This is an optimization exercise on Yosys and OpenROAD, whose aim is small area and a short achievable clock period, not a production implementation. Only simulation tests tie the RTL to the original design; equivalence was not proved. Power figures rest on the tool's default switching activity, not on a simulated workload.

## config.mk

```make
export PLATFORM = sky130hd
export DESIGN_NAME = ahrs_rx
export DESIGN_NICKNAME = ahrs_rx
export VERILOG_FILES = /design/flow/design.v
export SDC_FILE = /design/flow/constraint.sdc
export NUM_CORES = 4
export LEC_CHECK = 0
export CAP_MARGIN = 20
export CORE_MARGIN = 2
export CORE_UTILIZATION = 60
export CTS_CLUSTER_DIAMETER = 80
export CTS_CLUSTER_SIZE = 30
export PLACE_DENSITY = 0.7
export SETUP_SLACK_MARGIN = 4.1
export SLEW_MARGIN = 20
```

## constraint.sdc

```tcl
create_clock -name core_clock -period 6.5 [get_ports {clk}]
set_input_delay 1.3000 -clock core_clock [delete_from_list [all_inputs] [get_ports {clk}]]
set_output_delay 1.3000 -clock core_clock [all_outputs]
set_load 0.01 [all_outputs]
```

## design.v

```verilog
module ahrs_crc16 (
    input  wire [15:0] crc_in,
    input  wire [7:0]  data,
    output reg  [15:0] crc_out
);
    integer i;
    reg [15:0] t;
    always @(*) begin
        t = crc_in ^ {data, 8'h00};
        for (i = 0; i < 8; i = i + 1) begin
            if (t[15])
                t = {t[14:0], 1'b0} ^ 16'h1021;
            else
                t = {t[14:0], 1'b0};
        end
        crc_out = t;
    end
endmodule
module ahrs_parser (
    input  wire        clk,
    input  wire        rst,
    input  wire        feed,         
    input  wire        preset,       
    input  wire [7:0]  data,         
    output wire        done,         
    output wire        wr_angle,     
    output wire [1:0]  wr_field,     
    output wire        wr_status,    
    output wire [31:0] acc_q         
);
    localparam [3:0] S_SYNC0  = 4'd0,
                     S_SYNC1  = 4'd1,
                     S_SYNC2  = 4'd2,
                     S_SYNC3  = 4'd3,
                     S_COMPID = 4'd4,
                     S_STATUS = 4'd5,
                     S_CRC0   = 4'd6,
                     S_CRC1   = 4'd7,
                     S_ANG0   = 4'd8,
                     S_ANG1   = 4'd9,
                     S_ANG2   = 4'd10,
                     S_ANG3   = 4'd11;
    localparam [15:0] CRC_PREAMBLE = 16'h7982;    
    reg [3:0]  st;
    reg [15:0] crc;
    reg [3:0]  seen;      
    reg [1:0]  fld;
    reg [31:0] acc;
    wire [31:0] value = {acc[23:0], data};
    assign acc_q = acc;
    wire [15:0] crc_next;
    ahrs_crc16 u_crc (.crc_in(crc), .data(data), .crc_out(crc_next));
    wire       in_sync = (st[3:2] == 2'b00);
    wire [7:0] ang_exp = value[30:23];
    wire       ang_bad = (ang_exp == 8'hFF) ||
                         (ang_exp == 8'h00 && value[22:0] != 23'd0);
    reg       id_known;
    reg [1:0] id_k;
    always @(*) begin
        id_known = 1'b1;
        id_k     = 2'd0;
        case (data)
            8'h05:   id_k = 2'd0;
            8'h18:   id_k = 2'd1;
            8'h19:   id_k = 2'd2;
            8'h4F:   id_k = 2'd3;
            default: id_known = 1'b0;
        endcase
    end
    wire done_d = (st == S_CRC1) && crc[7:0] == 8'h00 && data == crc[15:8];
    assign wr_field  = fld;
    assign wr_angle  = feed && st == S_ANG3 && !ang_bad;
    assign wr_status = feed && st == S_STATUS;
    assign done      = feed && done_d;
    wire [3:0] st_after = (seen == 4'b1111) ? S_CRC0 : S_COMPID;
    reg [3:0] st_feed;
    always @(*) begin
        case (st)
            S_SYNC0, S_SYNC1, S_SYNC2, S_SYNC3: begin
                if (data == (st == S_SYNC0 ? 8'h00 : st == S_SYNC1 ? 8'h17 :
                             st == S_SYNC2 ? 8'h05 : 8'h04))
                    st_feed = st + 4'd1;
                else if (data == 8'h00)
                    st_feed = S_SYNC1;
                else
                    st_feed = S_SYNC0;
            end
            S_COMPID: begin
                if (!id_known || seen[id_k])
                    st_feed = S_SYNC0;
                else
                    st_feed = (id_k == 2'd3) ? S_STATUS : S_ANG0;
            end
            S_ANG0, S_ANG1, S_ANG2: st_feed = st + 4'd1;
            S_ANG3:   st_feed = ang_bad ? S_SYNC0 : st_after;
            S_STATUS: st_feed = st_after;
            S_CRC0:   st_feed = S_CRC1;
            default:  st_feed = S_SYNC0;
        endcase
    end
    always @(posedge clk) begin
        if (rst || preset)
            st <= S_SYNC0;
        else if (feed)
            st <= st_feed;
    end
    always @(posedge clk) begin
        if (feed) begin
            acc <= value;
            crc <= in_sync ? CRC_PREAMBLE : crc_next;
            if (in_sync)
                seen <= 4'b0;
            else if (st == S_COMPID && id_known)
                seen[id_k] <= 1'b1;
            if (st == S_COMPID)
                fld <= id_k;
        end
    end
endmodule
module ahrs_tbuf (
    input  wire       clk,
    input  wire       rst,
    input  wire       offer,
    input  wire       update,
    output wire [1:0] write_idx,
    output wire [1:0] read_idx,
    output wire       took        
);
    reg [1:0] w_idx, c_idx, r_idx;
    reg       new_f;
    wire [1:0] w_o   = offer ? c_idx : w_idx;
    wire [1:0] c_o   = offer ? w_idx : c_idx;
    wire       new_o = offer | new_f;
    assign write_idx = w_idx;
    assign read_idx  = r_idx;
    assign took      = update & new_o;
    always @(posedge clk) begin
        if (rst) begin
            w_idx <= 2'd0;
            c_idx <= 2'd1;
            r_idx <= 2'd2;
            new_f <= 1'b0;
        end else begin
            w_idx <= w_o;
            if (took) begin
                c_idx <= r_idx;
                r_idx <= c_o;
                new_f <= 1'b0;
            end else begin
                c_idx <= c_o;
                new_f <= new_o;
            end
        end
    end
endmodule
module ahrs_store (
    input  wire        clk,
    input  wire        rst,
    input  wire [1:0]  write_idx,
    input  wire        wr_angle,
    input  wire [1:0]  wr_field,    
    input  wire        wr_status,
    input  wire [31:0] wr_value,    
    output wire [103:0] slot0,      
    output wire [103:0] slot1,
    output wire [103:0] slot2,
    output wire [11:0]  written     
);
    reg [31:0] yaw    [0:2];
    reg [31:0] pitch  [0:2];
    reg [31:0] roll   [0:2];
    reg [7:0]  status [0:2];
    reg [3:0]  valid  [0:2];    
    reg pend_angle, pend_status;
    always @(posedge clk) begin
        pend_angle  <= wr_angle  && !rst;
        pend_status <= wr_status && !rst;
    end
    integer i;
    always @(posedge clk) begin
        for (i = 0; i < 3; i = i + 1) begin
            if (pend_angle && write_idx == i) begin
                case (wr_field)
                    2'd0:    yaw[i]   <= wr_value;
                    2'd1:    pitch[i] <= wr_value;
                    default: roll[i]  <= wr_value;
                endcase
            end
            if (pend_status && write_idx == i)
                status[i] <= wr_value[7:0];
        end
    end
    always @(posedge clk) begin
        for (i = 0; i < 3; i = i + 1) begin
            if (rst) begin
                valid[i] <= 4'b0;
            end else begin
                if (pend_angle && write_idx == i) begin
                    case (wr_field)
                        2'd0:    valid[i][0] <= 1'b1;
                        2'd1:    valid[i][1] <= 1'b1;
                        default: valid[i][2] <= 1'b1;
                    endcase
                end
                if (pend_status && write_idx == i)
                    valid[i][3] <= 1'b1;
            end
        end
    end
    assign slot0 = {status[0], roll[0], pitch[0], yaw[0]};
    assign slot1 = {status[1], roll[1], pitch[1], yaw[1]};
    assign slot2 = {status[2], roll[2], pitch[2], yaw[2]};
    assign written = {valid[2], valid[1], valid[0]};
endmodule
module ahrs_rx (
    input  wire        clk,
    input  wire        rst,
    input  wire        p_valid,
    input  wire [31:0] p_cmd,
    output reg         p_resp_valid,
    output reg         p_resp_err,
    output wire [31:0] p_resp_val,
    input  wire        c_valid,
    input  wire [31:0] c_cmd,
    output reg         c_resp_valid,
    output reg         c_resp_err,
    output reg  [31:0] c_resp_val
);
    localparam [7:0] OPC_CRC_UPDATE   = 8'h01,
                     OPC_FEED         = 8'h10,
                     OPC_PARSER_RESET = 8'h11,
                     OPC_OFFER        = 8'h20,
                     OPC_UPDATE       = 8'h21,
                     OPC_GET_PITCH    = 8'h30,
                     OPC_GET_YAW      = 8'h31,
                     OPC_GET_ROLL     = 8'h32,
                     OPC_GET_STATUS   = 8'h33;
    wire [7:0]  p_opc   = p_cmd[31:24];
    wire [15:0] p_arg16 = p_cmd[23:8];
    wire [7:0]  p_arg8  = p_cmd[7:0];
    wire [7:0]  c_opc   = c_cmd[31:24];
    wire [15:0] c_arg16 = c_cmd[23:8];
    wire [7:0]  c_arg8  = c_cmd[7:0];
    wire p_crc    = p_valid && p_opc == OPC_CRC_UPDATE;
    wire p_feed   = p_valid && p_opc == OPC_FEED         && p_arg16 == 16'h0;
    wire p_preset = p_valid && p_opc == OPC_PARSER_RESET && p_arg16 == 16'h0 && p_arg8 == 8'h0;
    wire p_offer  = p_valid && p_opc == OPC_OFFER        && p_arg16 == 16'h0 && p_arg8 == 8'h0;
    wire p_legal  = p_crc || p_feed || p_preset || p_offer;
    wire c_noarg  = c_arg16 == 16'h0 && c_arg8 == 8'h0;
    wire c_crc    = c_valid && c_opc == OPC_CRC_UPDATE;
    wire c_update = c_valid && c_opc == OPC_UPDATE     && c_noarg;
    wire c_gp     = c_valid && c_opc == OPC_GET_PITCH  && c_noarg;
    wire c_gy     = c_valid && c_opc == OPC_GET_YAW    && c_noarg;
    wire c_gr     = c_valid && c_opc == OPC_GET_ROLL   && c_noarg;
    wire c_gs     = c_valid && c_opc == OPC_GET_STATUS && c_noarg;
    wire c_legal  = c_crc || c_update || c_gp || c_gy || c_gr || c_gs;
    wire [15:0] p_crc_out, c_crc_out;
    ahrs_crc16 u_pcrc (.crc_in(p_arg16), .data(p_arg8), .crc_out(p_crc_out));
    ahrs_crc16 u_ccrc (.crc_in(c_arg16), .data(c_arg8), .crc_out(c_crc_out));
    wire        feed_done;
    wire        wr_angle, wr_status;
    wire [1:0]  wr_field;
    wire [31:0] wr_value;
    ahrs_parser u_parser (
        .clk(clk), .rst(rst),
        .feed(p_feed), .preset(p_preset), .data(p_arg8),
        .done(feed_done),
        .wr_angle(wr_angle), .wr_field(wr_field),
        .wr_status(wr_status), .acc_q(wr_value)
    );
    wire [1:0] write_idx, read_idx;
    wire       took;
    ahrs_tbuf u_tbuf (
        .clk(clk), .rst(rst),
        .offer(p_offer || feed_done),
        .update(c_update),
        .write_idx(write_idx), .read_idx(read_idx),
        .took(took)
    );
    wire [103:0] slot0, slot1, slot2;
    wire [11:0]  written;
    ahrs_store u_store (
        .clk(clk), .rst(rst),
        .write_idx(write_idx),
        .wr_angle(wr_angle), .wr_field(wr_field),
        .wr_status(wr_status), .wr_value(wr_value),
        .slot0(slot0), .slot1(slot1), .slot2(slot2), .written(written)
    );
    wire [2:0] rsel = {read_idx == 2'd2, read_idx == 2'd1, read_idx == 2'd0};
    wire [3:0] rok0 = {4{rsel[0]}} & written[3:0];
    wire [3:0] rok1 = {4{rsel[1]}} & written[7:4];
    wire [3:0] rok2 = {4{rsel[2]}} & written[11:8];
    wire [31:0] rd_yaw    = ({32{rok0[0]}} & slot0[31:0])   | ({32{rok1[0]}} & slot1[31:0])   | ({32{rok2[0]}} & slot2[31:0]);
    wire [31:0] rd_pitch  = ({32{rok0[1]}} & slot0[63:32])  | ({32{rok1[1]}} & slot1[63:32])  | ({32{rok2[1]}} & slot2[63:32]);
    wire [31:0] rd_roll   = ({32{rok0[2]}} & slot0[95:64])  | ({32{rok1[2]}} & slot1[95:64])  | ({32{rok2[2]}} & slot2[95:64]);
    wire [7:0]  rd_status = ({8{rok0[3]}}  & slot0[103:96]) | ({8{rok1[3]}}  & slot1[103:96]) | ({8{rok2[3]}}  & slot2[103:96]);
    reg [31:0] rd_field;
    always @(*) begin
        case (c_opc[1:0])
            2'd0:    rd_field = rd_pitch;
            2'd1:    rd_field = rd_yaw;
            2'd2:    rd_field = rd_roll;
            default: rd_field = {24'h0, rd_status};
        endcase
    end
    wire c_get = c_gp || c_gy || c_gr || c_gs;
    wire [15:0] p_val = ({16{p_crc}} & p_crc_out) | {15'h0, feed_done};
    wire [31:0] c_val = ({32{c_get}} & rd_field) |
                        {16'h0, {16{c_crc}} & c_crc_out} |
                        {31'h0, took};
    reg  [15:0] p_val_q;
    always @(posedge clk) begin
        if (rst) begin
            p_resp_valid <= 1'b0;
            c_resp_valid <= 1'b0;
        end else begin
            p_resp_valid <= p_valid;
            c_resp_valid <= c_valid;
        end
        p_resp_err <= p_valid && !p_legal;
        p_val_q    <= p_val;
        c_resp_err <= c_valid && !c_legal;
        c_resp_val <= c_val;
    end
    assign p_resp_val = {16'h0, p_val_q};
endmodule
```

## run.sh

```bash
#!/bin/bash
# synth_recipe.tcl (not shown) runs the flow's synth.tcl, then flattens the netlist and writes it again
# the make line also repeats each setting of config.mk as NAME=value (left out here)
make -C /OpenROAD-flow-scripts/flow DESIGN_CONFIG=/design/flow/config.mk WORK_HOME=/design/flow/orfs CLKGATE_MAP_FILE= SYNTH_SCRIPT=/design/flow/synth_recipe.tcl finish
```

==> results of run 1 <==
worst max-delay path, stage by stage:
cell	delay, ns
sky130_fd_sc_hd__buf_4	0.16
sky130_fd_sc_hd__xnor2_2	0.16
sky130_fd_sc_hd__nand4_1	0.11
sky130_fd_sc_hd__buf_4	0.18
sky130_fd_sc_hd__or4_4	0.57
sky130_fd_sc_hd__a21o_1	0.22
sky130_fd_sc_hd__a211o_1	0.27
sky130_fd_sc_hd__o211a_1	0.12
final cells by class:
type	instances	area share (%)
clock buffers	29	2.52
clock inverters	4	0.240
inverters	11	0.240
multi-input cells	585	23.5
flip-flops and latches	443	61.6
well taps	378	2.32
repair buffers	208	9.54
repair inverters	1	0.0368
cells in the final DEF, fill, tap and decap left out, types with 9 or more instances in the layout:
master	instances
sky130_fd_sc_hd__dfxtp_2	17
sky130_fd_sc_hd__a211oi_1	12
sky130_fd_sc_hd__xor2_1	20
sky130_fd_sc_hd__nand2_1	31
sky130_fd_sc_hd__or2_2	10
sky130_fd_sc_hd__o22ai_1	24
sky130_fd_sc_hd__buf_4	51
sky130_fd_sc_hd__buf_12	14
sky130_fd_sc_hd__a21oi_1	16
sky130_fd_sc_hd__dlygate4sd2_1	11
sky130_fd_sc_hd__a222oi_1	76
sky130_fd_sc_hd__dfxtp_1	59
sky130_fd_sc_hd__clkbuf_16	21
sky130_fd_sc_hd__a22o_1	17
sky130_fd_sc_hd__a31oi_1	16
sky130_fd_sc_hd__nor4_1	10
sky130_fd_sc_hd__o21a_1	11
sky130_fd_sc_hd__o21ai_0	13
sky130_fd_sc_hd__clkbuf_1	10
sky130_fd_sc_hd__mux2_2	24
sky130_fd_sc_hd__nor2_4	9
sky130_fd_sc_hd__nor2_1	40
sky130_fd_sc_hd__nor2b_1	13
sky130_fd_sc_hd__inv_1	9
sky130_fd_sc_hd__nor4_4	12
sky130_fd_sc_hd__buf_6	24
sky130_fd_sc_hd__conb_1	16
sky130_fd_sc_hd__a22oi_1	16
sky130_fd_sc_hd__xnor2_1	36
sky130_fd_sc_hd__and2_1	23
sky130_fd_sc_hd__nor3_1	12
sky130_fd_sc_hd__edfxtp_1	366
sky130_fd_sc_hd__buf_2	51
sky130_fd_sc_hd__clkbuf_2	24
synthesized netlist by cell type (5+ instances only):
cell type | instances | area share (%)
sky130_fd_sc_hd__xnor2_1 | 43 | 2.2
sky130_fd_sc_hd__o21ai_0 | 21 | 0.61
sky130_fd_sc_hd__nor3_1 | 18 | 0.53
sky130_fd_sc_hd__mux2_2 | 24 | 1.6
sky130_fd_sc_hd__inv_1 | 11 | 0.24
sky130_fd_sc_hd__nor2_1 | 51 | 1.1
sky130_fd_sc_hd__a222oi_1 | 76 | 4.4
sky130_fd_sc_hd__o21a_1 | 11 | 0.48
sky130_fd_sc_hd__edfxtp_1 | 366 | 64
sky130_fd_sc_hd__buf_4 | 18 | 0.79
sky130_fd_sc_hd__a211oi_1 | 13 | 0.57
sky130_fd_sc_hd__xor2_1 | 20 | 1.0
sky130_fd_sc_hd__a32o_1 | 5 | 0.29
sky130_fd_sc_hd__nand4_1 | 8 | 0.29
sky130_fd_sc_hd__nand3_1 | 7 | 0.20
sky130_fd_sc_hd__and2_1 | 26 | 0.95
sky130_fd_sc_hd__clkbuf_1 | 54 | 1.2
sky130_fd_sc_hd__a22oi_1 | 16 | 0.70
sky130_fd_sc_hd__dfxtp_1 | 77 | 9.0
sky130_fd_sc_hd__or2_2 | 11 | 0.40
sky130_fd_sc_hd__a31oi_1 | 16 | 0.59
sky130_fd_sc_hd__a22o_1 | 17 | 0.87
sky130_fd_sc_hd__mux2i_1 | 5 | 0.29
sky130_fd_sc_hd__nor2b_1 | 17 | 0.62
sky130_fd_sc_hd__nand2_1 | 34 | 0.75
sky130_fd_sc_hd__o22ai_1 | 24 | 0.88
sky130_fd_sc_hd__nor4_1 | 24 | 0.88
sky130_fd_sc_hd__buf_1 | 6 | 0.13
sky130_fd_sc_hd__a21oi_1 | 17 | 0.50
sequential cells by signal, indices dropped and copies added, names as in the netlist, 12 cells and up:
signal	flops
u_store.pitch	96
u_store.roll	96
u_store.yaw	96
u_parser.crc	16
c_resp_val	32
u_store.valid	12
u_parser.acc	32
u_store.status	24
p_val_q	16
power groups by stage:
stage	clock network, mW	logic (mW)	registers [mW]
floorplan	0	0.119	3.09
finish	1.40	0.209	3.03
CTS	1.42	0.204	3.03
global placement	0	0.195	3.09
global route	1.51	0.223	3.03
detailed placement	0	0.196	3.09
worst paths after layout:
kind	endpoint	slack [ns]
worst max register to register	u_tbuf.c_idx[1]$_SDFF_PP0_	3.90
worst max-delay path	u_tbuf.c_idx[1]$_SDFF_PP0_	3.82
worst min-delay path	u_store.valid[2][1]$_SDFFE_PP0P_	0.49
worst min register to register	u_store.valid[2][1]$_SDFFE_PP0P_	0.49
routing by layer:
metal	vias to the layer above	part of all wire, %	GRT usage [%]
met5	-	0	0
met4	0	2.5	7.77
met3	68	8.7	3.50
met2	582	50	49.4
met1	5420	39	40.5
li1	4713	-	-
cells by family after synthesis:
group,after synthesis,synth area share [%]
flops,443,73.3
compound gates,244,11.4
simple gates,224,7.10
buf+inv,95,2.52
xor+xnor,66,3.51
mux,30,1.94
fa+ha+maj,4,0.293
other cells,1,0.0219
per-stage QoR:
step / hold slack, ns / utilization (%) / cells / setup slack (ns)
detailed placement: 0.446 / 67.7 / 1557 / 1.98
floorplan: 0.432 / - / 1122 / 3.35
finish: 0.485 / 72.9 / 1659 / 3.82
global placement: 0.437 / 67.6 / 1556 / 2.14
CTS: 0.472 / 73.0 / 1644 / 3.89
global route: 0.500 / 72.9 / 1659 / 3.76
what timing repair did:
action                     CTS  global route
cloned                       9             2
pin swaps                   47            24
buffers inserted            45            13
setup endpoints to repair  185           174
resized for setup          433           115
hold buffers                 0             0
==> run notes, run 1 <==
- Cts bufs inserted: 19
- Highest ir drop seen on vdd: 184 uV
- Cell Area, Placed: between 15000 and 20000 sq um
- Critical path required time: around 7 ns
- Starting utilization of the core area: about three fifths
- DPL Wire Length: between 20000 and 25000 um
- Core area: 27900 sq um
- Final hold vios: 0
- H-tree level count: 1
- Category of the most critical setup path: in -> reg
- Outcome: timing/DRC/antenna clean
- Clk network pwr share: between 30% and 40%
- Net load switching power: ~950 uW
- Overall via count from detail_route: about 11000
- Synth Warn #: 10
- Number of cells produced by synthesis: roughly 1100
- Clock-pin slew on the worst setup and hold paths: 0.11 ns
- Switching fraction of total power: between 20% and 30%
- Depth of the most critical reg-to-reg path: 8
- Buffers on Ports: 119
- Non-Filler Cell Area, Final: between 20000 and 25000 sq um
- Portion of total power attributed to sequential cells: between 60% and 70%
- Time the worst path needs with I/O delays and setup: around 2.7 ns
- Start point of the critical path: p_cmd[1]
- Worst Hold Path Cells: 1
- Proportion of register bits with asynchronous set or reset after synthesis: 0%
- Top-Level Pins: around 140
- Layout fillers: between 1500 and 2000
- Highest achievable clock rate: 0.373 GHz
- Number of remaining DRC errors: 0
- Buffer depth of the longest clock path: 3
- Number of nets still failing antenna checks after routing: 0
- Die Footprint: 29900 sq um
- Combinational power share: roughly 4.5%
- Maximum fanout encountered on the critical timing path: 7
- Initial drt markers: between 1000 and 1500
- Fraction of layout instances using a drive strength above 1: 26.6%
- Launching point of the worst reg2reg path: u_parser.st[1]$_SDFFE_PP0P_
- Source-to-sink clock delay at the later pin of the worst-skew pair: between 0.5 and 0.6 ns
- Max-Slew Margin vs Limit: 36.5%
- Layout overhead on the synthesized area: 19.1%
- Final-layout setup total negative slack: 0 ns
- Drt pass-1 iters: 9
- Leading register cell type out of synthesis: sky130_fd_sc_hd__edfxtp_1
- Critical path endpoint category: register
- Antenna violations before repair: 1
- Pwr Density: approximately 230 nW/um^2
- EDFF count, synth: ~370
- Largest net degree at the start of global routing: 34
- Fin nets: around 1300
- Number of maximum-capacitance violations: 0
- Diode count: 0
- Area of the mapped netlist: 17100 sq um
- Area occupied by registers: between 10000 and 15000 sq um
- Measured slew at the worst slew-check pin: around 0.95 ns
- Global route overflow: 0
- Vias per cell: around 6.5
- Path class of the lowest-slack min-delay path: reg -> reg
- Internal power: ~3.7 mW
- Aggregate routed wire length: approximately 44000 um
- Number of synthesized register bits: around 440
- Synthesized area per cell: 15.5 sq um
- Total power: approximately 4.6 mW
- Number of rows in the core area: 61
- Data arrival time at the worst-slack endpoint: roughly 3.1 ns
- Clk sink count: about 440
- Final RePlAce weighted congestion: 0.827
- Worst hold path startpoint: u_store.valid[2][1]$_SDFFE_PP0P_
- Combined area of the multi-input logic cells: 4780 sq um
- Die Width: ~170 um
- Overall global routing resource usage: 29.1%
- Via count of the first global-routing pass: between 10000 and 15000
- Final max-slew violation count: 0
- Clock tree from TritonCTS: yes
- RSZ-0062 raised after global routing: true
- Overall die height: 173 um
- Final clock period utilization by the worst path: around two fifths
- Post-synthesis sequential area ratio: 73.3%
- Final setup violation count: 0
- Static Leakage: 6.63 nW
- Library cells used by synthesis: 65
- Cell at the root of the clock tree: sky130_fd_sc_hd__clkbuf_16
- First-pass GRT wire length: around 66000 um
- Setup Skew: 0.0142 ns
- Drt wl/cell: ~27 um
- Startpoint kind of the worst setup timing path: input pin
==> inputs of run 2 (changes only) <==
--- a/config.mk
+++ b/config.mk
@@ -11,5 +11,5 @@
 export CTS_CLUSTER_DIAMETER = 80
 export CTS_CLUSTER_SIZE = 30
 export PLACE_DENSITY = 0.7
-export SETUP_SLACK_MARGIN = 4.1
+export SETUP_SLACK_MARGIN = 3.8
 export SLEW_MARGIN = 20
==> run 2 against run 1 <==
Clock skew rose by 0.015 ns; sequential cell count did not move; non-clock buffer count fell by 32; count of clock-buffer cells in the layout did not move; maximum frequency fell by 1.1%.
==> run notes, run 2 <==
- R2R setup slack: 3.87 ns (-0.03 ns)
- Diode count: 0 (unchanged)
- Number of synthesized register bits: 443 (unchanged)
- Data arrival time at the worst-slack endpoint: 3.15 ns (+0.03 ns)
- Share of the synthesized area in compound gates (AO/OA/AOI/OAI): 11.4% (unchanged)
- Antenna violations before repair: 0 (-1)
- Proportion of register bits with asynchronous set or reset after synthesis: 0% (unchanged)
- Category of the most critical setup path: in -> reg
- Final clock period utilization by the worst path: 41.7% (+0.45 points)
- Final hold vios: 0 (unchanged)
- Met3 capacity usage during global routing: 4.11% (+0.62 points)
- Number of rows in the core area: 61 (unchanged)
- H-tree level count: 1 (unchanged)
- Leading register cell type out of synthesis: sky130_fd_sc_hd__edfxtp_1
- Critical path required time: 6.94 ns (about the same)
- Highest ir drop seen on vdd: 264 uV (+43%)
- Adder and majority cell fraction of the synthesized area: 0.293% (unchanged)
- Ordered cell list for the critical path: buf_2 > xnor2_2 > nand3_2 > or4_4 > a21o_1 > a211o_1 > o211a_1
- Drt pass-1 iters: 7 (-2)
- Top Registers: u_store.pitch x96, u_store.roll x96, u_store.yaw x96
- Initial drt markers: 1515 (+6.6%)
- Hold slack final: 0.471 ns (-0.0139 ns)
- Final-layout setup total negative slack: 0 ns (unchanged)
- Top-Level Pins: 136 (unchanged)
- Number of cells produced by synthesis: 1107 (unchanged)
- Critical path endpoint category: register
- Combinational family with the most area after synthesis: compound AO/OA/AOI/OAI gates
- Top cell family by delay on the critical path: simple AND/OR/NAND/NOR gates
- Clk sink count: 443 (unchanged)
- Top-count cell post-synth: sky130_fd_sc_hd__edfxtp_1
- Core area: 27900 sq um (unchanged)
- Fin nets: 1310 (-2.3%)
- Clock tree from TritonCTS: yes
- Most frequent cells in the layout: 366 x sky130_fd_sc_hd__edfxtp_1, 76 x sky130_fd_sc_hd__a222oi_1, 75 x sky130_fd_sc_hd__dfxtp_1
- Number of remaining DRC errors: 0 (unchanged)
- Vias per cell: 6.45 (-0.74%)
- Proportion of synthesized area in mux cells: 1.94% (unchanged)
- Synth top cells by count: 366 x sky130_fd_sc_hd__edfxtp_1, 77 x sky130_fd_sc_hd__dfxtp_1, 76 x sky130_fd_sc_hd__a222oi_1
- Largest cells by area after synthesis: sky130_fd_sc_hd__edfxtp_1 64%, sky130_fd_sc_hd__dfxtp_1 9.0%, sky130_fd_sc_hd__a222oi_1 4.4%
- Setup Skew: 0.0296 ns (+0.0154 ns)
- Buffers on Ports: 119 (unchanged)
- Maximum fanout encountered on the critical timing path: 6 (-1)
- Final RePlAce weighted congestion: 0.829 (+0.18%)
- Library cells used by synthesis: 65 (unchanged)
- Layout overhead on the synthesized area: 16.9%
- RSZ-0062 raised after global routing: true
- Fraction of layout instances using a drive strength above 1: 16.3% (-10 points)
- Drt wl/cell: 26.2 um (-1.8%)
- Synthesized area per cell: 15.5 sq um (unchanged)
- Aggregate routed wire length: 42700 um (-3.6%)
- Cts bufs inserted: 19 (unchanged)
- Max-Slew Margin vs Limit: 36.5% (about the same)
- Via count of the first global-routing pass: 10500 (-2.8%)
- Synth Warn #: 10 (unchanged)
- Buffer depth of the longest clock path: 3 (unchanged)
- Slowest cell on the critical path: sky130_fd_sc_hd__or4_4
- Global Route met2 Usage: 48.7% (-0.68 points)
- Library cell occupying the most area in the post-synthesis netlist: sky130_fd_sc_hd__edfxtp_1
- Static Leakage: 6.66 nW (+0.50%)
- Starting utilization of the core area: 61.2% (unchanged)
- Die Width: 173 um (unchanged)
- First-pass GRT wire length: 63600 um (-3.9%)
- Area of the mapped netlist: 17100 sq um (unchanged)
- Overall via count from detail_route: 10500 (-2.5%)
- Cell at the root of the clock tree: sky130_fd_sc_hd__clkbuf_16
- Largest net degree at the start of global routing: 34 (unchanged)
- Clock-pin slew on the worst setup and hold paths: 0.11 ns (about the same)
- Outcome: timing/DRC/antenna clean
- Buf/Inv on CP: 1 (-1)
- EDFF count, synth: 366 (unchanged)
- Startpoint kind of the worst setup timing path: input pin
- Global route hottest layer: met2
- Source-to-sink clock delay at the later pin of the worst-skew pair: 0.54 ns (about the same)
- Final max-slew violation count: 0 (unchanged)
- Number of nets still failing antenna checks after routing: 0 (unchanged)
- Overall global routing resource usage: 27.9% (-1.2 points)
- Measured slew at the worst slew-check pin: 0.953 ns (-0.0000457 ns)
- Parity-gate share of the synthesized area counting xor and xnor cells: 3.51% (unchanged)
- Number of maximum-capacitance violations: 0 (unchanged)
- Grt met1 use: 37.7% (-2.8 points)
- Time the worst path needs with I/O delays and setup: 2.71 ns (+0.0294 ns)
- Post-synthesis sequential area ratio: 73.3% (unchanged)
- Maximum cell stage delay along the critical path: 0.60 ns (+0.03 ns)
- Synthesized-area fraction occupied by and/or/nand/nor cells: 7.10% (unchanged)
- Die Footprint: 29900 sq um (unchanged)
- Path class of the lowest-slack min-delay path: reg -> reg
- Global route overflow: 0 (unchanged)
- Most frequent standard cell in the layout excluding fill and tap cells: sky130_fd_sc_hd__edfxtp_1
- DPL Wire Length: 23800 um (-2.7%)
- Overall die height: 173 um (unchanged)
- Portion of synthesized cell area occupied by the leading cell type: 64.2% (unchanged)
- Highest achievable clock rate: 0.369 GHz (-1.1%)
- Final setup violation count: 0 (unchanged)
- Pwr Density: 232 nW/um^2 (+2.1%)
## run 2: cell counts after synthesis
No cell type changed its count.
## run 2: report_power, final
part           switching, mW  internal [mW]  total (mW)
Clock                  0.838          0.575        1.41
Sequential          0.000342           3.03        3.03
Combinational          0.118         0.0923       0.211
## run 2: path summary, 6_finish.rpt
check / startpoint / to / depth (start not counted)
worst max-delay path: p_cmd[3] / u_tbuf.c_idx[1]$_SDFF_PP0_ / 7
worst min register to register: u_store.valid[2][1]$_SDFFE_PP0P_ / u_store.valid[2][1]$_SDFFE_PP0P_ / 1
worst max register to register: u_tbuf.r_idx[1]$_SDFFE_PP1P_ / c_resp_val[9]$_DFF_P_ / 7
worst min-delay path: u_store.valid[2][1]$_SDFFE_PP0P_ / u_store.valid[2][1]$_SDFFE_PP0P_ / 1
## run 2: worst reg2reg max path: stages, from the launching register on
cell and delay [ns]:
sky130_fd_sc_hd__dfxtp_2 0.47, sky130_fd_sc_hd__nor2b_1 0.26, sky130_fd_sc_hd__and2_1 0.39, sky130_fd_sc_hd__buf_6 0.35, sky130_fd_sc_hd__a222oi_1 0.15, sky130_fd_sc_hd__mux2_2 0.30
sky130_fd_sc_hd__o22ai_1 0.42, sky130_fd_sc_hd__a22o_1 0.23
## run 2: cell type report
| type | count | area [sq um] |
|---|---|---|
| sequential | 443 | 12500 |
| fill | 1864 | 7940 |
| multi-input combinational | 584 | 4640 |
| timing repair buffer | 176 | 1720 |
| clock buffer | 29 | 513 |
| tap | 378 | 473 |
| clock inverter | 5 | 53.8 |
| inverter | 11 | 45.0 |
| timing repair inverter | 3 | 22.5 |
## run 2: routing by layer
metal  part of all wire (%)  vias up
li1                       -     4649
met1                     39     5275
met2                     50      527
met3                    8.0       59
met4                    2.2        0
met5                      0        -
## run 2: per-stage QoR
step	worst slack (ns)	cell area [sq um]	total power, mW	cells	util [%]
finish	3.79	20000	4.65	1629	71.6
floorplan	3.35	17300	3.21	1122	-
detailed placement	2.31	18800	3.29	1556	67.3
global placement	2.38	18800	3.29	1556	67.3
CTS	3.79	19800	4.66	1620	70.8
global route	3.72	20000	4.77	1629	71.6
## run 2: timing repair
action,CTS,global route
gates cloned,5,2
hold endpoints to repair,0,0
endpoints found under the setup margin,155,86
buffers inserted,25,7
pin swaps,30,25
resized for setup,179,60
hold buffers,0,0
## run 2: cell families (layout without fill, tap and decap cells)
kind of cell	count (synthesis)	in the layout
other	1	16
adder cells (fa/ha/maj)	4	4
AO/OA/AOI/OAI	244	244
buffers and inverters	95	224
XOR/XNOR	66	66
multiplexers	30	30
AND/OR/NAND/NOR	224	224
flip-flops	443	443
==> inputs of run 3 (changes only) <==
--- a/design.v
+++ b/design.v
@@ -122,41 +122,38 @@
     input  wire       rst,
     input  wire       offer,
     input  wire       update,
-    output wire [1:0] write_idx,
-    output wire [1:0] read_idx,
+    output wire [2:0] write_oh,
+    output wire [2:0] read_oh,
     output wire       took        
 );
-    reg [1:0] w_idx, c_idx, r_idx;
+    reg [2:0] w_oh, c_oh, r_oh;
     reg       new_f;
-    wire [1:0] w_o   = offer ? c_idx : w_idx;
-    wire [1:0] c_o   = offer ? w_idx : c_idx;
-    wire       new_o = offer | new_f;
-    assign write_idx = w_idx;
-    assign read_idx  = r_idx;
-    assign took      = update & new_o;
+    assign write_oh = w_oh;
+    assign read_oh  = r_oh;
+    assign took     = update & (offer | new_f);
+    wire       swap_n = update & new_f;
+    wire [2:0] c_n    = swap_n ? r_oh : c_oh;
+    wire [2:0] r_n    = swap_n ? c_oh : r_oh;
+    wire [2:0] c_y    = update ? r_oh : w_oh;
+    wire [2:0] r_y    = update ? w_oh : r_oh;
     always @(posedge clk) begin
         if (rst) begin
-            w_idx <= 2'd0;
-            c_idx <= 2'd1;
-            r_idx <= 2'd2;
+            w_oh  <= 3'b001;
+            c_oh  <= 3'b010;
+            r_oh  <= 3'b100;
             new_f <= 1'b0;
         end else begin
-            w_idx <= w_o;
-            if (took) begin
-                c_idx <= r_idx;
-                r_idx <= c_o;
-                new_f <= 1'b0;
-            end else begin
-                c_idx <= c_o;
-                new_f <= new_o;
-            end
+            w_oh  <= offer ? c_oh : w_oh;
+            c_oh  <= offer ? c_y : c_n;
+            r_oh  <= offer ? r_y : r_n;
+            new_f <= offer ? !update : (new_f & !update);
         end
     end
 endmodule
 module ahrs_store (
     input  wire        clk,
     input  wire        rst,
-    input  wire [1:0]  write_idx,
+    input  wire [2:0]  write_oh,    
     input  wire        wr_angle,
     input  wire [1:0]  wr_field,    
     input  wire        wr_status,
@@ -179,14 +176,14 @@
     integer i;
     always @(posedge clk) begin
         for (i = 0; i < 3; i = i + 1) begin
-            if (pend_angle && write_idx == i) begin
+            if (pend_angle && write_oh[i]) begin
                 case (wr_field)
                     2'd0:    yaw[i]   <= wr_value;
                     2'd1:    pitch[i] <= wr_value;
                     default: roll[i]  <= wr_value;
                 endcase
             end
-            if (pend_status && write_idx == i)
+            if (pend_status && write_oh[i])
                 status[i] <= wr_value[7:0];
         end
     end
@@ -195,14 +192,14 @@
             if (rst) begin
                 valid[i] <= 4'b0;
             end else begin
-                if (pend_angle && write_idx == i) begin
+                if (pend_angle && write_oh[i]) begin
                     case (wr_field)
                         2'd0:    valid[i][0] <= 1'b1;
                         2'd1:    valid[i][1] <= 1'b1;
                         default: valid[i][2] <= 1'b1;
                     endcase
                 end
-                if (pend_status && write_idx == i)
+                if (pend_status && write_oh[i])
                     valid[i][3] <= 1'b1;
             end
         end
@@ -268,28 +265,27 @@
         .wr_angle(wr_angle), .wr_field(wr_field),
         .wr_status(wr_status), .acc_q(wr_value)
     );
-    wire [1:0] write_idx, read_idx;
+    wire [2:0] write_oh, read_oh;
     wire       took;
     ahrs_tbuf u_tbuf (
         .clk(clk), .rst(rst),
         .offer(p_offer || feed_done),
         .update(c_update),
-        .write_idx(write_idx), .read_idx(read_idx),
+        .write_oh(write_oh), .read_oh(read_oh),
         .took(took)
     );
     wire [103:0] slot0, slot1, slot2;
     wire [11:0]  written;
     ahrs_store u_store (
         .clk(clk), .rst(rst),
-        .write_idx(write_idx),
+        .write_oh(write_oh),
         .wr_angle(wr_angle), .wr_field(wr_field),
         .wr_status(wr_status), .wr_value(wr_value),
         .slot0(slot0), .slot1(slot1), .slot2(slot2), .written(written)
     );
-    wire [2:0] rsel = {read_idx == 2'd2, read_idx == 2'd1, read_idx == 2'd0};
-    wire [3:0] rok0 = {4{rsel[0]}} & written[3:0];
-    wire [3:0] rok1 = {4{rsel[1]}} & written[7:4];
-    wire [3:0] rok2 = {4{rsel[2]}} & written[11:8];
+    wire [3:0] rok0 = {4{read_oh[0]}} & written[3:0];
+    wire [3:0] rok1 = {4{read_oh[1]}} & written[7:4];
+    wire [3:0] rok2 = {4{read_oh[2]}} & written[11:8];
     wire [31:0] rd_yaw    = ({32{rok0[0]}} & slot0[31:0])   | ({32{rok1[0]}} & slot1[31:0])   | ({32{rok2[0]}} & slot2[31:0]);
     wire [31:0] rd_pitch  = ({32{rok0[1]}} & slot0[63:32])  | ({32{rok1[1]}} & slot1[63:32])  | ({32{rok2[1]}} & slot2[63:32]);
     wire [31:0] rd_roll   = ({32{rok0[2]}} & slot0[95:64])  | ({32{rok1[2]}} & slot1[95:64])  | ({32{rok2[2]}} & slot2[95:64]);
--- a/config.mk
+++ b/config.mk
@@ -11,5 +11,5 @@
 export CTS_CLUSTER_DIAMETER = 80
 export CTS_CLUSTER_SIZE = 30
 export PLACE_DENSITY = 0.7
-export SETUP_SLACK_MARGIN = 3.8
+export SETUP_SLACK_MARGIN = 3.9
 export SLEW_MARGIN = 20
==> run 3 against run 2 <==
Critical endpoint is now u_parser.seen[0]$_SDFFCE_PP0P_; die area increased by 2.2%; largest power group unchanged; clock skew is 0.0096 ns lower; global-route usage rose by 0.44 points; critical path type unchanged; largest cell class unchanged.
==> run notes, run 3 <==
- Data arrival time at the worst-slack endpoint: 2.91 ns (-0.24 ns)
- Drt pass-1 iters: 5 (-2)
- Final worst setup slack: 3.81 ns (+0.0157 ns)
- Leading register cell type out of synthesis: sky130_fd_sc_hd__edfxtp_1
- Overall global routing resource usage: 28.4% (+0.44 points)
- Fraction of layout instances using a drive strength above 1: 13.6% (-2.7 points)
- Final-layout setup total negative slack: 0 ns (unchanged)
- Net load switching power: 988 uW (+3.3%)
- Number of maximum-capacitance violations: 0 (unchanged)
- DPL Wire Length: 25000 um (+5.1%)
- Time the worst path needs with I/O delays and setup: 2.69 ns (-0.0157 ns)
- Number of cells produced by synthesis: 1236 (+12%)
- Hold slack final: 0.470 ns (-0.00109 ns)
- Path class of the lowest-slack min-delay path: reg -> reg
- Non-Filler Cell Area, Final: 20100 sq um (+0.53%)
- Core area: 28700 sq um (+2.8%)
- Combinational power share: 4.7% (+0.2 points)
- Portion of total power attributed to sequential cells: 64.3% (-0.8 points)
- Overall via count from detail_route: 11000 (+4.7%)
- Fin nets: 1425 (+8.8%)
- Combined area of the multi-input logic cells: 4890 sq um (+5.4%)
- Final RePlAce weighted congestion: 0.885 (+6.8%)
- Category of the most critical setup path: in -> reg
- Core Util, Final: 70.0% (-1.5 points)
- Initial drt markers: 1150 (-24%)
- Outcome: timing/DRC/antenna clean
- H-tree level count: 1 (unchanged)
- Cts bufs inserted: 19 (unchanged)
- Buffer depth of the longest clock path: 3 (unchanged)
- Global route overflow: 0 (unchanged)
- Critical path required time: 6.71 ns (-0.23 ns)
- Final hold vios: 0 (unchanged)
- Cell Area, Placed: 19100 sq um (+1.6%)
- Vias per cell: 6.29 (-2.5%)
- Proportion of register bits with asynchronous set or reset after synthesis: 0% (unchanged)
- Pwr Density: 235 nW/um^2 (+1.2%)
- Post-synthesis sequential area ratio: 72.0% (-1.3 points)
- Clock tree from TritonCTS: yes
- Area occupied by registers: 12600 sq um (+0.44%)
- Drt wl/cell: 24.9 um (-5.0%)
- Number of synthesized register bits: 446 (+0.68%)
- Switching fraction of total power: 20.9% (+0.30 points)
- Via count of the first global-routing pass: 10800 (+2.4%)
- Clock-pin slew on the worst setup and hold paths: 0.11 ns (about the same)
- Top-Level Pins: 136 (unchanged)
- First-pass GRT wire length: 65400 um (+2.9%)
- Area of the mapped netlist: 17500 sq um (+2.3%)
- Synthesized area per cell: 14.2 sq um (-8.4%)
- Largest net degree at the start of global routing: 47 (+38%)
- Number of remaining DRC errors: 0 (unchanged)
- Portion of synthesized cell area occupied by the leading cell type: 62.8% (-1.4 points)
- Placed insts: 1685 (+8.3%)
- Diode count: 0 (unchanged)
- Static Leakage: 6.62 nW (-0.61%)
- Highest ir drop seen on vdd: 275 uV (+4.0%)
- Critical path endpoint category: register
- Starting utilization of the core area: 61.0% (-0.28 points)
- Final max-slew violation count: 0 (unchanged)
- Aggregate routed wire length: 43600 um (+2.0%)
- Number of nets still failing antenna checks after routing: 0 (unchanged)
- Number of hold-repair buffers added at the cts stage: 0 (unchanged)
- Synth Warn #: 10 (unchanged)
- Layout fillers: 1985 (+6.5%)
- Library cell occupying the most area in the post-synthesis netlist: sky130_fd_sc_hd__edfxtp_1
- Cell at the root of the clock tree: sky130_fd_sc_hd__clkbuf_16
- Setup slack after placement: 2.18 ns (-0.127 ns)
- Startpoint kind of the worst setup timing path: input pin
- Most frequent cells in the layout: 366 x sky130_fd_sc_hd__edfxtp_1, 102 x sky130_fd_sc_hd__nand2_1, 80 x sky130_fd_sc_hd__dfxtp_1
- Final setup violation count: 0 (unchanged)
- Setup Skew: 0.0201 ns (-0.00956 ns)
- Synth top cells by count: 366 x sky130_fd_sc_hd__edfxtp_1, 105 x sky130_fd_sc_hd__nand2_1, 80 x sky130_fd_sc_hd__dfxtp_1, 80 x sky130_fd_sc_hd__nor2_1, 75 x sky130_fd_sc_hd__a22oi_1
- EDFF count, synth: 366 (unchanged)
- Number of rows in the core area: 62 (+1.6%)
- RSZ-0062 raised after global routing: true
- Antenna violations before repair: 0 (unchanged)
- Clk sink count: 446 (+0.68%)
- Top-count cell post-synth: sky130_fd_sc_hd__edfxtp_1
- Measured slew at the worst slew-check pin: 1.14 ns (+0.184 ns)
- Top Registers: u_store.pitch x96, u_store.roll x96, u_store.yaw x96
- Die Width: 175 um (+1.1%)
- Die Footprint: 30500 sq um (+2.2%)
- Final clock period utilization by the worst path: 41.4% (-0.24 points)
- Most frequent standard cell in the layout excluding fill and tap cells: sky130_fd_sc_hd__edfxtp_1
- Max-Slew Margin vs Limit: 24.2% (-12 points)
- Maximum fanout encountered on the critical timing path: 7 (+1)
- Clk network pwr share: 30.9% (+0.5 points)
- Buffers on Ports: 119 (unchanged)
- Library cells used by synthesis: 68 (+4.6%)
- Overall die height: 175 um (+1.1%)
- Largest cells by area after synthesis: sky130_fd_sc_hd__edfxtp_1 63%, sky130_fd_sc_hd__dfxtp_1 9.2%, sky130_fd_sc_hd__a22oi_1 3.2%
- Internal power: 3.74 mW (+1.4%)
- Layout overhead on the synthesized area: 14.9%
- Total power: 4.73 mW (+1.8%)
- Post-Layout Cell Count: 1749 (+7.4%)
- Source-to-sink clock delay at the later pin of the worst-skew pair: 0.55 ns (about the same)
- Highest achievable clock rate: 0.371 GHz (+0.58%)
==> run 3: changes by cell type after synthesis, moves of 24 or more <==
cell,before,now
sky130_fd_sc_hd__a22oi_1,16,75
sky130_fd_sc_hd__nand2_1,34,105
sky130_fd_sc_hd__a222oi_1,76,0
sky130_fd_sc_hd__nor2_1,51,80
sky130_fd_sc_hd__a21oi_1,17,52
sky130_fd_sc_hd__mux2_2,24,0
==> run 3: power groups by stage <==
stage | combinational, mW | clock, mW | sequential, mW
6_report | 0.224 | 1.46 | 3.04
5_1_grt | 0.238 | 1.57 | 3.05
4_1_cts | 0.221 | 1.47 | 3.04
3_5_place_dp | 0.225 | 0 | 3.11
3_3_place_gp | 0.225 | 0 | 3.11
2_1_floorplan | 0.137 | 0 | 3.11
==> run 3: final timing paths <==
| kind | start | endpoint | slack [ns] | cells after the start |
|---|---|---|---|---|
| min reg2reg | u_store.valid[0][1]$_SDFFE_PP0P_ | u_store.valid[0][1]$_SDFFE_PP0P_ | 0.47 | 1 |
| min | u_store.valid[0][1]$_SDFFE_PP0P_ | u_store.valid[0][1]$_SDFFE_PP0P_ | 0.47 | 1 |
| max reg2reg | u_tbuf.r_oh[1]$_SDFFE_PP0P_ | c_resp_val[13]$_DFF_P_ | 4.07 | 6 |
| max | p_cmd[24] | u_parser.seen[0]$_SDFFCE_PP0P_ | 3.81 | 4 |
==> run 3: cell families (layout without fill, tap and decap cells) <==
| logic type | after synthesis | after routing | synth area share, % |
|---|---|---|---|
| adders and majority gates | 4 | 4 | 0.286 |
| xor gates and xnor gates | 67 | 67 | 3.53 |
| DFF | 446 | 446 | 72.0 |
| AOI/OAI and AO/OA | 295 | 295 | 12.2 |
| muxes | 4 | 4 | 0.229 |
| other | 1 | 16 | 0.0214 |
| buffers and inverters | 97 | 211 | 2.58 |
| and+or+nand+nor | 322 | 322 | 9.22 |
==> run 3: routing by layer <==
layer | global-route usage, % | routed length [um] | share of wire (%) | vias up
met5 | 0 | 0 | 0 | -
met2 | 47.5 | 21400 | 49 | 522
met1 | 40.1 | 17800 | 41 | 5508
met3 | 3.68 | 3600 | 8.2 | 59
met4 | 6.84 | 818 | 1.9 | 0
li1 | - | - | - | 4914
==> run 3: layout make-up <==
class	instances	share of cell area [%]
repair inverters	1	0.0373
multi-input cells	708	24.3
clock buffers	28	2.53
repair buffers	166	7.49
clock inverters	5	0.380
well taps	384	2.39
flip-flops and latches	446	62.6
inverters	11	0.230
==> run 3: critical path: stages <==
cell and delay (ns):
sky130_fd_sc_hd__clkdlybuf4s50_1 0.52, sky130_fd_sc_hd__or4_4 0.63, sky130_fd_sc_hd__buf_12 0.17, sky130_fd_sc_hd__a211oi_4 0.29
==> run 3: what timing repair did <==
item                                    in CTS  in global routing
pin swaps                                   26                 11
gates resized for setup                    254                 43
endpoints found under the setup margin     181                 70
setup buffers                               21                  5
gates cloned                                 4                  1
==> inputs of run 4 (changes only) <==
--- a/config.mk
+++ b/config.mk
@@ -5,6 +5,7 @@
 export SDC_FILE = /design/flow/constraint.sdc
 export NUM_CORES = 4
 export LEC_CHECK = 0
+export ABC_AREA = 1
 export CAP_MARGIN = 20
 export CORE_MARGIN = 2
 export CORE_UTILIZATION = 60
==> run 4 against run 3 <==
Via count is 17% higher; clock skew is 0.0047 ns lower; synthesized area is 4.8% higher; first-iteration DRC count is 8.1% higher; critical path depth is 6 higher; wire length is 5.5% higher; synthesized cell count is 36% higher; die area is 4.7% higher; largest cell class unchanged.
==> run notes, run 4 <==
- Die Footprint: 32000 sq um (+4.7%)
- Portion of synthesized cell area occupied by the leading cell type: 59.9% (-2.9 points)
- Highest achievable clock rate: 0.389 GHz (+4.8%)
- Library cell occupying the most area in the post-synthesis netlist: sky130_fd_sc_hd__edfxtp_1
- Number of cells produced by synthesis: 1677 (+36%)
- Largest cells by area after synthesis: sky130_fd_sc_hd__edfxtp_1 60%, sky130_fd_sc_hd__nand2_1 10%, sky130_fd_sc_hd__dfxtp_1 8.7%
- Outcome: timing/DRC/antenna clean
- Startpoint kind of the worst setup timing path: input pin
- Maximum fanout encountered on the critical timing path: 5 (-2)
- Pwr Density: 221 nW/um^2 (-6.1%)
- Overall via count from detail_route: 12900 (+17%)
- Setup slack after placement: 2.30 ns (+0.123 ns)
- Most frequent cells in the layout: 489 x sky130_fd_sc_hd__nand2_1, 366 x sky130_fd_sc_hd__edfxtp_1, 145 x sky130_fd_sc_hd__nand3_1
- Top Registers: u_store.pitch x96, u_store.roll x96, u_store.yaw x96
- Total power: 4.69 mW (-0.98%)
- Area of the mapped netlist: 18300 sq um (+4.8%)
- Slowest cell on the critical path: sky130_fd_sc_hd__bufbuf_16
- Core Util, Final: 69.9% (-0.16 points)
- Layout overhead on the synthesized area: 15.7%
- Number of nets still failing antenna checks after routing: 0 (unchanged)
- Non-Filler Cell Area, Final: 21200 sq um (+5.5%)
- Launching point of the worst reg2reg path: u_tbuf.r_oh[0]$_SDFFE_PP0P_
- Final worst setup slack: 3.93 ns (+0.123 ns)
- Setup Skew: 0.0154 ns (-0.00467 ns)
- Synthesized-area fraction occupied by and/or/nand/nor cells: 20.2% (+11 points)
- Critical path required time: 6.76 ns (+0.05 ns)
- Vias per cell: 5.76 (-8.4%)
- Final setup violation count: 0 (unchanged)
- Buffers on Ports: 119 (unchanged)
- Number of remaining DRC errors: 0 (unchanged)
- Clock tree from TritonCTS: yes
- Clk sink count: 446 (unchanged)
- Number of maximum-capacitance violations: 0 (unchanged)
- Parity-gate share of the synthesized area counting xor and xnor cells: 2.09% (-1.4 points)
- Static Leakage: 7.93 nW (+20%)
- Buffer depth of the longest clock path: 3 (unchanged)
- Adder and majority cell fraction of the synthesized area: 0.273% (-0.013 points)
- Depth of the most critical reg-to-reg path: 8 (+2)
- Synth Warn #: 10 (unchanged)
- Number of synthesized register bits: 446 (unchanged)
- Capture point of the worst reg-to-reg path: c_resp_val[14]$_DFF_P_
- RSZ-0062 raised after global routing: true
- Highest ir drop seen on vdd: 145 uV (-47%)
- Cell Area, Placed: 20000 sq um (+5.0%)
- Cell at the root of the clock tree: sky130_fd_sc_hd__clkbuf_16
- Fin nets: 1899 (+33%)
- Worst hold path startpoint: u_store.valid[0][2]$_SDFFE_PP0P_
- Worst Hold Path Cells: 1 (unchanged)
- Path class of the lowest-slack min-delay path: reg -> reg
- Top-Level Pins: 136 (unchanged)
- Post-synthesis sequential area ratio: 68.7% (-3.3 points)
- Endpoint, Worst Hold: u_store.valid[0][2]$_SDFFE_PP0P_
- Layout fillers: 2259 (+14%)
- Final max-slew violation count: 0 (unchanged)
- R2R setup slack: 4.25 ns (+0.18 ns)
- Post-Layout Cell Count: 2234 (+28%)
- Starting utilization of the core area: 60.4% (-0.54 points)
- Fraction of layout instances using a drive strength above 1: 11.2% (-2.5 points)
- Library cells used by synthesis: 45 (-34%)
- Via count of the first global-routing pass: 11900 (+11%)
- Proportion of synthesized area in mux cells: 0% (-0.23 points)
- Aggregate routed wire length: 46000 um (+5.5%)
- Final hold vios: 0 (unchanged)
- Hold slack final: 0.477 ns (+0.00662 ns)
- Ordered cell list for the critical path: dlygate4sd2_1 > nor2_4 > inv_2 > nor3_4 > inv_1 > nor2_2 > nand2_4 > clkinvlp_4 > buf_6 > bufbuf_16
- Time the worst path needs with I/O delays and setup: 2.57 ns (-0.123 ns)
- Combinational family with the most area after synthesis: simple AND/OR/NAND/NOR gates
- Synth top cells by count: 496 x sky130_fd_sc_hd__nand2_1, 366 x sky130_fd_sc_hd__edfxtp_1, 154 x sky130_fd_sc_hd__nand3_1
- Diode count: 0 (unchanged)
- Measured slew at the worst slew-check pin: 0.949 ns (-0.188 ns)
- Top-count cell post-synth: sky130_fd_sc_hd__nand2_1
- Final-layout setup total negative slack: 0 ns (unchanged)
- Overall global routing resource usage: 29.0% (+0.68 points)
- Core area: 30300 sq um (+5.7%)
- Final clock period utilization by the worst path: 39.5% (-1.9 points)
- Final RePlAce weighted congestion: 0.946 (+7.0%)
- Source-to-sink clock delay at the later pin of the worst-skew pair: 0.54 ns (about the same)
- Drt pass-1 iters: 5 (unchanged)
- Largest net degree at the start of global routing: 34 (-28%)
- Area occupied by registers: 12600 sq um (unchanged)
- Number of rows in the core area: 64 (+3.2%)
- Overall die height: 179 um (+2.3%)
- Data arrival time at the worst-slack endpoint: 2.82 ns (-0.09 ns)
- Initial drt markers: 1243 (+8.1%)
- Leading register cell type out of synthesis: sky130_fd_sc_hd__edfxtp_1
- Share of the synthesized area in compound gates (AO/OA/AOI/OAI): 4.36% (-7.8 points)
- Synthesized area per cell: 10.9 sq um (-23%)
- Category of the most critical setup path: in -> reg
- Most frequent standard cell in the layout excluding fill and tap cells: sky130_fd_sc_hd__nand2_1
- First-pass GRT wire length: 69000 um (+5.4%)
- Cts bufs inserted: 19 (unchanged)
- EDFF count, synth: 366 (unchanged)
- DPL Wire Length: 27000 um (+8.0%)
- Clock-pin slew on the worst setup and hold paths: 0.11 ns (about the same)
- Critical path endpoint category: register
- Drt wl/cell: 20.6 um (-17%)
- Global route overflow: 0 (unchanged)
- Placed insts: 2160 (+28%)
- Proportion of register bits with asynchronous set or reset after synthesis: 0% (unchanged)
- Combined area of the multi-input logic cells: 5440 sq um (+11%)
- H-tree level count: 1 (unchanged)
- Max-Slew Margin vs Limit: 36.6% (+12 points)
- Die Width: 179 um (+2.3%)
- Antenna violations before repair: 0 (unchanged)
- Maximum cell stage delay along the critical path: 0.26 ns (-0.37 ns)
[run 4: changes by cell type in the layout (fill, tap and decap cells not counted), sizes merged, moves of 25 or more]
cell,delta
inv,+110
a22oi,-75
nor2,+79
nand2,+396
o21ai,+27
and2,-25
nand3,+148
xnor2,-25
a211oi,-33
clkdlybuf4s50,+26
[run 4: worst max path at each step]
stage / cells after the start / end / from
after global placement: 10 / c_resp_val[3]$_DFF_P_ / c_cmd[24]
after detailed placement: 10 / c_resp_val[3]$_DFF_P_ / c_cmd[24]
after floorplan: 7 / u_parser.acc[0]$_DFFE_PP_ / p_cmd[21]
after CTS: 9 / c_resp_val[15]$_DFF_P_ / c_cmd[21]
after global routing: 9 / c_resp_val[9]$_DFF_P_ / c_cmd[8]
final: 10 / u_parser.crc[3]$_SDFFCE_PP0P_ / p_cmd[30]
[run 4: critical path: cells and delay by family]
kind | cells | cell delay, ns
buffers and inverters | 6 | 0.95
and+or+nand+nor | 4 | 0.57
[run 4: power breakdown]
part	switching, mW	internal [mW]	total (mW)
sequential	0.000346	3.04	3.04
combinational	0.130	0.0783	0.208
clock	0.835	0.597	1.43
[run 4: what timing repair did]
action / CTS / global route
resized for setup: 118 / 66
setup endpoints to repair: 161 / 86
pin swaps: 20 / 29
hold buffers: 0 / 0
buffers inserted: 21 / 16
gates cloned: 5 / 0
[run 4: cell families after synthesis]
| kind of cell | after synthesis |
|---|---|
| XOR/XNOR | 42 |
| buffers and inverters | 188 |
| other | 1 |
| adder cells (fa/ha/maj) | 4 |
| flip-flops | 446 |
| AND/OR/NAND/NOR | 865 |
| AO/OA/AOI/OAI | 131 |
[run 4: cell type report]
cell class / count / share of cell area, %
well taps: 396 / 2.34
flip-flops and latches: 446 / 59.4
repair inverters: 1 / 0.0354
clock inverters: 4 / 0.177
clock buffers: 28 / 2.55
multi-input cells: 1059 / 25.7
inverters: 124 / 2.28
repair buffers: 176 / 7.59
[run 4: layer usage]
metal | track usage, % | wire [um] | vias up | share of wire [%]
met5 | 0 | 0 | - | 0
met2 | 49.9 | 22900 | 616 | 50
li1 | - | - | 5970 | -
met1 | 39.1 | 18100 | 6223 | 39
met3 | 3.94 | 3820 | 62 | 8.3
met4 | 7.99 | 1090 | 0 | 2.4
==> inputs of run 5 (changes only) <==
==> flow/run.sh (new file) <==
#!/bin/bash
# The standard layout, with the port buffers made from the plain buffer
# (sky130_fd_sc_hd__buf_2) instead of the cell buffer_ports picks by itself.
set -euo pipefail
export BUFFER_PORTS_ARGS="-buffer_cell sky130_fd_sc_hd__buf_2"
bash standard.sh finish > standard.log 2>&1
==> standard.sh (new file) <==
#!/bin/bash
# synth_recipe.tcl (not shown) runs the flow's synth.tcl, then flattens the netlist and writes it again
# the make line also repeats each setting of config.mk as NAME=value (left out here)
make -C /OpenROAD-flow-scripts/flow DESIGN_CONFIG=/design/flow/config.mk WORK_HOME=/design/flow/orfs CLKGATE_MAP_FILE= SYNTH_SCRIPT=/design/flow/synth_recipe.tcl "${@:-finish}"
--- a/config.mk
+++ b/config.mk
@@ -5,7 +5,7 @@
 export SDC_FILE = /design/flow/constraint.sdc
 export NUM_CORES = 4
 export LEC_CHECK = 0
-export ABC_AREA = 1
+export ABC_CLOCK_PERIOD_IN_PS = 2600
 export CAP_MARGIN = 20
 export CORE_MARGIN = 2
 export CORE_UTILIZATION = 60
removed: run.sh
==> run 5 against run 4 <==
Count of clock-buffer cells in the layout grew 2; wire length shrank 9.0%; synthesized cell count shrank 26%; first-iteration DRC count shrank 6.1%; clock power is essentially flat; sequential share of layout area grew 4.9 points; combinational power grew 6%; hold slack lost 0.014 ns; still clean; largest power group unchanged.
==> run notes, run 5 <==
- Outcome: timing/DRC/antenna clean
- Via count of the first global-routing pass: 10700 (-10%)
- Category of the most critical setup path: in -> reg
- Layout fillers: 2060 (-8.8%)
- Pwr Density: 240 nW/um^2 (+8.5%)
- Final-layout setup total negative slack: 0 ns (unchanged)
- Die Width: 175 um (-2.3%)
- RSZ-0062 raised after global routing: true
- Initial drt markers: 1167 (-6.1%)
- Core area: 28700 sq um (-5.4%)
- Clk sink count: 446 (unchanged)
- Setup slack after placement: 2.57 ns (+0.265 ns)
- Final RePlAce weighted congestion: 0.907 (-4.2%)
- Fin nets: 1417 (-25%)
- Worst hold path startpoint: u_tbuf.c_oh[2]$_SDFFE_PP0P_
- Startpoint kind of the worst setup timing path: input pin
- Buffers on Ports: 119 (unchanged)
- Most frequent standard cell in the layout excluding fill and tap cells: sky130_fd_sc_hd__edfxtp_1
- Die Footprint: 30500 sq um (-4.5%)
- Max-Slew Margin vs Limit: 25.4% (-11 points)
- DPL Wire Length: 24300 um (-10%)
- Measured slew at the worst slew-check pin: 1.12 ns (+0.170 ns)
- Final clock period utilization by the worst path: 40.2% (+0.64 points)
- Final hold vios: 0 (unchanged)
- Launching point of the worst reg2reg path: u_parser.st[2]$_SDFFE_PP0P_
- Drt pass-1 iters: 5 (unchanged)
- Data arrival time at the worst-slack endpoint: 2.83 ns (about the same)
- Maximum fanout encountered on the critical timing path: 5 (unchanged)
- Starting utilization of the core area: 61.0% (+0.54 points)
- Aggregate routed wire length: 41800 um (-9.0%)
- Cts bufs inserted: 19 (unchanged)
- Library cell occupying the most area in the post-synthesis netlist: sky130_fd_sc_hd__edfxtp_1
- Largest cells by area after synthesis: sky130_fd_sc_hd__edfxtp_1 63%, sky130_fd_sc_hd__dfxtp_1 9.2%, sky130_fd_sc_hd__a22oi_1 3.2%
- Number of remaining DRC errors: 0 (unchanged)
- Largest net degree at the start of global routing: 44 (+29%)
- Number of maximum-capacitance violations: 0 (unchanged)
- Time the worst path needs with I/O delays and setup: 2.61 ns (+0.0418 ns)
- Leading register cell type out of synthesis: sky130_fd_sc_hd__edfxtp_1
- Number of nets still failing antenna checks after routing: 0 (unchanged)
- Final setup violation count: 0 (unchanged)
- Clock-pin slew on the worst setup and hold paths: 0.10 ns (about the same)
- Hold slack final: 0.462 ns (-0.0145 ns)
- H-tree level count: 1 (unchanged)
- Highest ir drop seen on vdd: 191 uV (+32%)
- Setup Skew: 0.0185 ns (+0.00311 ns)
- Final max-slew violation count: 0 (unchanged)
- Overall global routing resource usage: 27.5% (-1.5 points)
- Top Registers: u_store.pitch x96, u_store.roll x96, u_store.yaw x96
- Highest achievable clock rate: 0.383 GHz (-1.6%)
- Number of cells produced by synthesis: 1236 (-26%)
- Antenna violations before repair: 0 (unchanged)
- Synth top cells by count: 366 x sky130_fd_sc_hd__edfxtp_1, 105 x sky130_fd_sc_hd__nand2_1, 80 x sky130_fd_sc_hd__dfxtp_1, 80 x sky130_fd_sc_hd__nor2_1, 75 x sky130_fd_sc_hd__a22oi_1
- Top-Level Pins: 136 (unchanged)
- Most frequent cells in the layout: 366 x sky130_fd_sc_hd__edfxtp_1, 104 x sky130_fd_sc_hd__buf_2, 103 x sky130_fd_sc_hd__nand2_1
- Number of synthesized register bits: 446 (unchanged)
- Critical path endpoint category: register
- Final worst setup slack: 3.89 ns (-0.0418 ns)
- Layout overhead on the synthesized area: 11.9%
- Cell at the root of the clock tree: sky130_fd_sc_hd__clkbuf_16
- Number of rows in the core area: 62 (-3.1%)
- Global route overflow: 0 (unchanged)
- Portion of synthesized cell area occupied by the leading cell type: 62.8% (+2.9 points)
- Synth Warn #: 10 (unchanged)
- Path class of the lowest-slack min-delay path: reg -> reg
- Clock tree from TritonCTS: yes
- R2R setup slack: 4.25 ns (about the same)
- Source-to-sink clock delay at the later pin of the worst-skew pair: 0.55 ns (about the same)
- EDFF count, synth: 366 (unchanged)
- Overall via count from detail_route: 10900 (-15%)
- Diode count: 0 (unchanged)
- Buffer depth of the longest clock path: 3 (unchanged)
- Library cells used by synthesis: 68 (+51%)
- Overall die height: 175 um (-2.3%)
- Vias per cell: 6.27 (+8.8%)
- Drt wl/cell: 24.0 um (+17%)
- Start point of the critical path: p_cmd[31]
- Synthesized area per cell: 14.2 sq um (+29%)
- Critical path required time: 6.72 ns (-0.04 ns)
- Top-count cell post-synth: sky130_fd_sc_hd__edfxtp_1
- Fraction of layout instances using a drive strength above 1: 18.2% (+7.0 points)
- First-pass GRT wire length: 63400 um (-8.1%)
- Total power: 4.69 mW (+0.13%)
- Static Leakage: 6.34 nW (-20%)
- Proportion of register bits with asynchronous set or reset after synthesis: 0% (unchanged)
- Area of the mapped netlist: 17500 sq um (-4.6%)
- Post-synthesis sequential area ratio: 72.0% (+3.3 points)
run 5: changes by cell type after synthesis, sizes merged, moves of 24 or more:
cell and change:
o21ai -27, xnor2 +25, nand3 -148, nand2 -396, nor2 -78, nor4 +24, a211oi +33, a22oi +75
and2 +25, inv -113
run 5: power breakdown:
group	switching (mW)	internal [mW]	total, mW
sequential	0.000304	3.04	3.04
clock	0.850	0.576	1.43
combinational	0.130	0.0911	0.221
run 5: final cells by class:
type | count | area (sq um) | share of cell area, %
Tap cell | 384 | 480 | 2.45
Multi-Input combinational cell | 709 | 4850 | 24.8
Clock buffer | 30 | 517 | 2.64
Sequential cell | 446 | 12600 | 64.3
Timing Repair inverter | 4 | 30.0 | 0.153
Inverter | 11 | 45.0 | 0.230
Timing Repair Buffer | 154 | 1010 | 5.18
Clock inverter | 4 | 53.8 | 0.275
run 5: what timing repair did:
item	CTS	global route
pin swaps	11	13
cloned	5	0
endpoints found under the setup margin	96	50
hold buffers	0	0
buffers inserted	9	11
hold endpoints to repair	0	0
resized for setup	40	22
run 5: worst paths after layout:
check / endpoint / depth (start not counted)
worst min-delay path: u_tbuf.w_oh[2]$_SDFFE_PP0P_ / 2
worst min register to register: u_tbuf.w_oh[2]$_SDFFE_PP0P_ / 2
worst max register to register: u_tbuf.c_oh[2]$_SDFFE_PP0P_ / 7
worst max-delay path: u_parser.seen[0]$_SDFFCE_PP0P_ / 5
run 5: critical path, stage by stage:
cell and delay [ns]:
sky130_fd_sc_hd__buf_6 0.10, sky130_fd_sc_hd__nor4_4 0.25, sky130_fd_sc_hd__nand3b_1 0.22, sky130_fd_sc_hd__or4_4 0.62
sky130_fd_sc_hd__a211oi_4 0.34
run 5: logic make-up (layout without fill, tap and decap cells):
logic type | count (synthesis) | in the layout | synth area share, %
fa+ha+maj | 4 | 4 | 0.286
mux | 4 | 4 | 0.229
simple gates | 322 | 323 | 9.22
xor+xnor | 67 | 67 | 3.53
flops | 446 | 446 | 72.0
compound gates | 295 | 295 | 12.2
buf+inv | 97 | 203 | 2.58
other cells | 1 | 16 | 0.0214
run 5: per-layer routing:
metal | vias up | GRT usage (%) | routed length (um)
met1 | 5386 | 39.0 | 17200
met3 | 69 | 4.03 | 3740
met4 | 0 | 7.81 | 977
met5 | - | 0 | 0
li1 | 4918 | - | -
met2 | 548 | 45.0 | 19900
run 5: per-stage QoR:
step	std cells	utilization, %	cell area [sq um]
after floorplan	1251	-	17700
final	1742	68.2	19600
after CTS	1731	67.4	19400
after global routing	1742	68.2	19600
after global placement	1682	64.4	18500
after detailed placement	1683	64.4	18500

-- port drivers added, routing unchanged --
The flow's constraints put no driver on any port. The routed layouts listed below were extracted and timed again, unchanged, in two steps.
Step 1 (the two cells are an assumption about what drives the block):
set clk [get_ports {clk}]
set_driving_cell -lib_cell sky130_fd_sc_hd__clkbuf_16 $clk
set_driving_cell -lib_cell sky130_fd_sc_hd__buf_2 [delete_from_list [all_inputs] $clk]
Step 2 also shifts input and output timing later by t, the mid clock arrival at the registers, as if the neighbouring blocks saw the same clock.
Three values: no drivers, after step 1, after step 2; two values: the first two.
| run | t (ns) | slack for setup (ns) | worst setup path at the end | slew at the worst register clock pin (ns) | cell pins on the clock port's net |
|---|---|---|---|---|---|
| run 1 | 0.578 | 3.822 / 3.840 / 3.262 | input to register | 0.11 / 0.11 | 1 |
| run 2 | 0.582 | 3.792 / 3.774 / 3.240 | input to register | 0.11 / 0.11 | 1 |
| run 3 | 0.595 | 3.808 / 3.817 / 3.222 | input to register | 0.12 / 0.12 | 1 |
| run 4 | 0.585 | 3.931 / 3.940 / 3.377 | input to register | 0.12 / 0.12 | 1 |
| run 5 | 0.591 | 3.889 / 3.908 / 3.317 | input to register | 0.12 / 0.12 | 1 |
After both steps every run listed still meets setup and hold. The setup slack of run 3, which loses most, moves by +0.009 ns with the drivers and by -0.586 ns with both steps.
